This design comes from an exercise in tuning for small area, a short achievable clock period and few clock cycles per item on the open sky130 flow, not from production work.
Power figures rest on the tool's default switching activity, not on a simulated workload.

Setup of the previous run:
==> flow/design.v <==
module adf4350_plan (
    input  wire        clk,
    input  wire        rst,           
    input  wire        in_valid,
    output wire        in_ready,
    input  wire [31:0] in_f,          
    input  wire [15:0] in_ref,        
    output wire        out_valid,
    input  wire        out_ready,
    output wire [2:0]  out_div,
    output wire [22:0] out_int,
    output wire [22:0] out_frac,
    output wire [22:0] out_mod
);
    reg        busy;
    reg        done;
    reg [3:0]  cnt;         
    reg [2:0]  div_r;
    reg [23:0] q_r;         
    reg        c_r;         
    reg [2:0]  r5;
    reg [22:0] rem;         
    reg [20:0] mod_q;       
    wire accept = in_valid & in_ready;
    assign in_ready  = ~busy & (~done | out_ready);
    assign out_valid = done;
    reg [2:0] div_sel;
    always @(*) begin
        if      (in_f < 32'd68750)   div_sel = 3'd6;
        else if (in_f < 32'd137500)  div_sel = 3'd5;
        else if (in_f < 32'd275000)  div_sel = 3'd4;
        else if (in_f < 32'd550000)  div_sel = 3'd3;
        else if (in_f < 32'd1100000) div_sel = 3'd2;
        else if (in_f < 32'd2200000) div_sel = 3'd1;
        else                         div_sel = 3'd0;
    end
    wire [5:0]  top_d5 = in_f[31:24] / 3'd5;
    wire [2:0]  top_r5 = in_f[31:24] % 3'd5;
    wire [23:0] f_sh   = div_sel[0] ? {in_f[22:0], 1'b0} : in_f[23:0];
    wire [20:0] mod25  = ({5'd0, in_ref} << 4) + ({5'd0, in_ref} << 3) + {5'd0, in_ref};
    wire        zero_in = (cnt < {2'b00, div_r[2:1]});
    wire        n1 = q_r[23] & ~zero_in;
    wire        n2 = q_r[22] & ~zero_in;
    wire [3:0]  t1  = {r5, n1};                  
    wire        c1  = (t1 >= 4'd5);
    wire [2:0]  r51 = c1 ? (t1 - 4'd5) : t1[2:0];
    wire [3:0]  t2  = {r51, n2};
    wire        c2  = (t2 >= 4'd5);
    wire [2:0]  r52 = c2 ? (t2 - 4'd5) : t2[2:0];
    wire [23:0] d1 = {1'b0, rem} - {3'd0, mod_q};
    wire [23:0] d2 = {1'b0, rem} - {2'd0, mod_q, 1'b0};
    wire [23:0] na  = ~{3'd0, mod_q};
    wire [23:0] nb  = ~{2'd0, mod_q, 1'b0};
    wire [23:0] cs  = {1'b0, rem} ^ na ^ nb;
    wire [23:0] cc  = ({1'b0, rem} & na) | ({1'b0, rem} & nb) | (na & nb);
    wire [23:0] d3  = cs + {cc[22:0], 1'b0} + 24'd2;
    wire        ge1 = ~d1[23];
    wire        ge2 = ~d2[23];
    wire        ge3 = ~d3[23];
    wire [1:0]  dig = ge3 ? 2'd3 : ge2 ? 2'd2 : ge1 ? 2'd1 : 2'd0;
    wire [20:0] rhi = ge3 ? d3[20:0] : ge2 ? d2[20:0] : ge1 ? d1[20:0] : rem[20:0];
    wire [22:0] rm2 = {rhi, c_r, c1};
    assign out_div  = div_r;
    assign out_int  = q_r[22:0];
    assign out_frac = rem + {22'd0, c_r};
    assign out_mod  = {mod_q, 2'b00};
    always @(posedge clk) begin
        if (rst) begin
            busy <= 1'b0;
            done <= 1'b0;
        end else if (accept) begin
            busy <= 1'b1;
            done <= 1'b0;
        end else if (busy) begin
            if (cnt == 4'd0) begin
                busy <= 1'b0;
                done <= 1'b1;
            end
        end else if (out_ready) begin
            done <= 1'b0;
        end
        if (accept) begin
            div_r <= div_sel;
            cnt   <= 4'd11 + {2'b00, div_sel[2:1]};
            q_r   <= f_sh;
            c_r   <= top_d5[0];
            r5    <= top_r5;
            rem   <= {18'd0, top_d5[5:1]};
            mod_q <= mod25;
        end else if (busy) begin
            cnt <= cnt - 4'd1;
            q_r <= {q_r[21:0], dig};
            c_r <= c2;
            r5  <= r52;
            rem <= rm2;
        end
    end
endmodule
Settings: LEC_CHECK=0, ABC_AREA=1, CAP_MARGIN=20, CORE_MARGIN=2, CORE_UTILIZATION=60, SETUP_SLACK_MARGIN=2.6, SLEW_MARGIN=20; clock period 7.0 ns.
standard.sh (not shown) runs the stock make flow with config.mk's settings and CLKGATE_MAP_FILE= SYNTH_SCRIPT=/design/flow/synth_recipe.tcl, a recipe that flattens the netlist after the stock synthesis.
==> flow/flow/run.sh <==
#!/bin/bash
set -euo pipefail
export BUFFER_PORTS_ARGS="-buffer_cell sky130_fd_sc_hd__buf_1"
bash standard.sh > orfs_make.log 2>&1
The previous run completed; timing, DRC and antenna clean
The inputs of the current run differ from those of the previous run as listed below.
Settings: a change of SETUP_SLACK_MARGIN from 2.6 to 2.2.
==> comparison <==
Switching fraction of total power for the current run: 0.70 points up relative to the previous run. Against the previous run as the reference, the current run delivers a lower top achievable clock speed. Final weighted congestion in routability-driven placement (the current run vs. the previous run) decreases slightly. Changes observed in the current run relative to the previous run: data required time at the worst endpoint went down by 1.50 ns, relative contribution of the clock network to total power went down by 1.6 points.
Function was not checked in any run of this note: the RTL went through the layout flow alone.

==> separate check: timing with driven ports <==
The flow's constraints put no driver on any port. The routed layouts listed below were extracted and timed again, unchanged, in two steps. Step 1 sets driving cells, clkbuf_16 on the clock port and buf_2 on the other inputs (assumed; they add their load-dependent delay and slew). Step 2, shift: input delay + t, output delay - t, t = (earliest + latest rising clock arrival at the registers) / 2. This alone moves slack from input paths to output paths. Slacks: ideal / step 1 / step 2; pairs: ideal / step 1.
run | t, ns | setup slack, ns | worst setup path after step 2
the previous run | 0.378 | 2.686 / 2.701 / 2.323 | input to register
the current run | 0.388 | 2.374 / 2.333 / 2.047 | input to register
After both steps every run listed still meets setup and hold. For the previous run, which loses most, drivers alone change the setup slack by +0.015 ns; drivers and shift together by -0.363 ns.
